Background: an optimization exercise with open tools, aiming at small area, a short achievable clock period and few clock cycles. Do not read the settings as production practice. Only simulation tests tie the RTL to the original design; equivalence was not proved.

## mnt_fxu
module mnt_fxu (
    input  wire        clk,
    input  wire        rst,       
    input  wire        req,
    input  wire        we,
    input  wire [5:0]  addr,      
    input  wire [31:0] wdata,
    output wire        ready,
    output reg  [31:0] rdata
);
Size in the first run: ~7300 cells after synthesis, about 650 flip-flops, ~75 I/O pins.
Settings: LEC_CHECK=0, ABC_AREA=1, CAP_MARGIN=20, CORE_MARGIN=2, CORE_UTILIZATION=40, SLEW_MARGIN=20; clock period 14.0 ns.
standard.sh (not shown) runs the stock make flow with config.mk's settings and CLKGATE_MAP_FILE= SYNTH_SCRIPT=/design/flow/synth_recipe.tcl, a recipe that flattens the netlist after the stock synthesis.
==> flow/flow/run.sh <==
#!/bin/bash
set -euo pipefail
bash standard.sh SETUP_SLACK_MARGIN=6 finish > standard.log 2>&1
Testbench counts at the start, summed over its fixed seeds: cycles 35,295.
Rerun with:
Settings changed: CTS_BUF_LIST from default to sky130_fd_sc_hd__clkbuf_4 sky130_fd_sc_hd__clkbuf_8, TNS_END_PERCENT from default to 30.
Sequential cell count does not change. Via count barely changes. Fmax is lower by about 2.4%. Cell count came out higher by about 0.75%. Design area decreases by about 0.7%. Die area stays the same. Clock-buffer cell count goes up by 60. Core utilization falls by 0.33 points. Global-route usage barely changes. Wire length barely changes.

---

Starting RTL as in the previous note.
clock: 14.0 ns
lec_check: 0
cap_margin: 20
core_margin: 2
core_utilization: 55
slew_margin: 20
Scripts as last shown in full above: flow/flow/run.sh
The baseline completed with no timing, DRC or antenna violations.
Testbench counts at the start, summed over its fixed seeds: cycles 35,295.
Next try:
==> flow/flow/run.sh (replaced) <==
#!/bin/bash
set -euo pipefail
bash standard.sh SETUP_SLACK_MARGIN=6.5 finish > standard.log 2>&1
ABC_AREA = 1   (was unset)
CORE_UTILIZATION = 40   (was 55)
CTS_BUF_LIST = sky130_fd_sc_hd__clkbuf_4 sky130_fd_sc_hd__clkbuf_8   (was unset)
=>
- The changed run completed without violations
- worst setup slack improved by 0.31 ns
- worst hold slack improved by 0.0074 ns
- final area goes up by 5.9%
- routed wire length goes up by 14%
- first-iteration DRC count goes up by 1.8%
- die area goes up by 35%
- flip-flop and latch count stays the same
- clock-buffer cell count goes up by 71

---

wip/sierra:
mnt_fxu again, from the RTL that the note above started with.
==> flow/config.mk <==
export PLATFORM = sky130hd
export DESIGN_NAME = mnt_fxu
export DESIGN_NICKNAME = mnt_fxu
export VERILOG_FILES = /design/flow/design.v
export SDC_FILE = /design/flow/constraint.sdc
export NUM_CORES = 4
export LEC_CHECK = 0
export ABC_AREA = 1
export CAP_MARGIN = 20
export CORE_MARGIN = 2
export CORE_UTILIZATION = 40
export CTS_BUF_LIST = sky130_fd_sc_hd__clkbuf_4 sky130_fd_sc_hd__clkbuf_8
export CTS_CLUSTER_SIZE = 30
export SLEW_MARGIN = 20
==> flow/constraint.sdc <==
create_clock -name core_clock -period 14.0 [get_ports {clk}]
set_input_delay 2.8000 -clock core_clock [delete_from_list [all_inputs] [get_ports {clk}]]
set_output_delay 2.8000 -clock core_clock [all_outputs]
set_load 0.01 [all_outputs]
==> flow/flow/run.sh <==
#!/bin/bash
set -euo pipefail
bash standard.sh SETUP_SLACK_MARGIN=6 finish > standard.log 2>&1
Testbench counts of wip/sierra, summed over its fixed seeds: cycles 35,295.
Input changes introduced in wip/willow (baseline for comparison: wip/sierra):
# wip/sierra
export LEC_CHECK = 0
export ABC_AREA = 1
export CAP_MARGIN = 20
export CORE_MARGIN = 2
export CORE_UTILIZATION = 40
export CTS_BUF_LIST = sky130_fd_sc_hd__clkbuf_4 sky130_fd_sc_hd__clkbuf_8
export CTS_CLUSTER_SIZE = 30
export SLEW_MARGIN = 20
create_clock -name core_clock -period 14.0 [get_ports {clk}]
# wip/willow
export LEC_CHECK = 0
export ABC_AREA = 1
export CAP_MARGIN = 20
export CORE_MARGIN = 2
export CORE_UTILIZATION = 40
export CTS_BUF_LIST = sky130_fd_sc_hd__clkbuf_4 sky130_fd_sc_hd__clkbuf_8
export SLEW_MARGIN = 20
create_clock -name core_clock -period 14.0 [get_ports {clk}]
==> flow/flow/run.sh <==
#!/bin/bash
set -euo pipefail
bash standard.sh SETUP_SLACK_MARGIN=5.5 finish > standard.log 2>&1
==> comparison <==
wip/willow gives less met2 usage in global routing than wip/sierra did.
Inputs modified between wip/willow and wip/amber:
# wip/willow
export LEC_CHECK = 0
export ABC_AREA = 1
export CAP_MARGIN = 20
export CORE_MARGIN = 2
export CORE_UTILIZATION = 40
export CTS_BUF_LIST = sky130_fd_sc_hd__clkbuf_4 sky130_fd_sc_hd__clkbuf_8
export SLEW_MARGIN = 20
create_clock -name core_clock -period 14.0 [get_ports {clk}]
# wip/amber
export LEC_CHECK = 0
export CAP_MARGIN = 20
export CORE_MARGIN = 2
export CORE_UTILIZATION = 40
export SLEW_MARGIN = 20
create_clock -name core_clock -period 14.0 [get_ports {clk}]
==> flow/flow/run.sh <==
#!/bin/bash
set -euo pipefail
bash standard.sh SETUP_SLACK_MARGIN=6 finish > standard.log 2>&1
--- outcome ---
- wip/amber vs wip/willow, startpoint of the worst setup timing path: addr[5] vs oa[22]
- wip/willow → wip/amber: met2 layer wire length in the routed design grew by 1.5%; total routed wire length on the met1 layer shrank by about 4.4%; number of buffer and inverter instances along the worst setup path grew by 4; synthesized area grew by about 1.8%.
- Taking wip/willow as the reference, in wip/amber filler-free cell count of the finished design dropped about 18%; utilization rose by 2.1 points; global routing met2 resource utilization fell 0.24 points; XOR/XNOR share of the synthesized area held.
- wip/willow and wip/amber ended up with nearly the same area of all sequential standard cells.

[afterwards: timing with drivers on the ports]
Ports are ideal in the flow. The routed layouts listed here were re-timed in OpenROAD. Step 1 sets driving cells, clkbuf_16 on the clock port and buf_2 on the other inputs (assumed; they add their load-dependent delay and slew). Step 2 times the ports against the registers' clock, not the clock port: input delays grow and output delays shrink by t, the midpoint of the rising clock arrivals with the driver on. Three values: ideal ports, drivers, drivers and shift; two values: the first two.
run	t (ns)	slack for setup (ns)	worst setup path at the end
the first run of note 1	0.766	6.004 / 6.004 / 6.004	register to register
the second run of note 1	0.924	5.806 / 5.795 / 5.795	input to output
the first run of note 2	0.704	5.923 / 5.895 / 5.895	input to output
the second run of note 2	0.941	6.230 / 6.230 / 6.230	register to register
wip/sierra	0.920	5.971 / 5.971 / 5.971	register to register
wip/willow	0.918	5.491 / 5.491 / 5.491	register to register
wip/amber	0.722	5.989 / 5.898 / 5.898	input to output
After both steps every run listed still meets setup and hold. The setup slack of wip/amber, which loses most, moves by -0.091 ns with the drivers and by -0.091 ns with both steps.
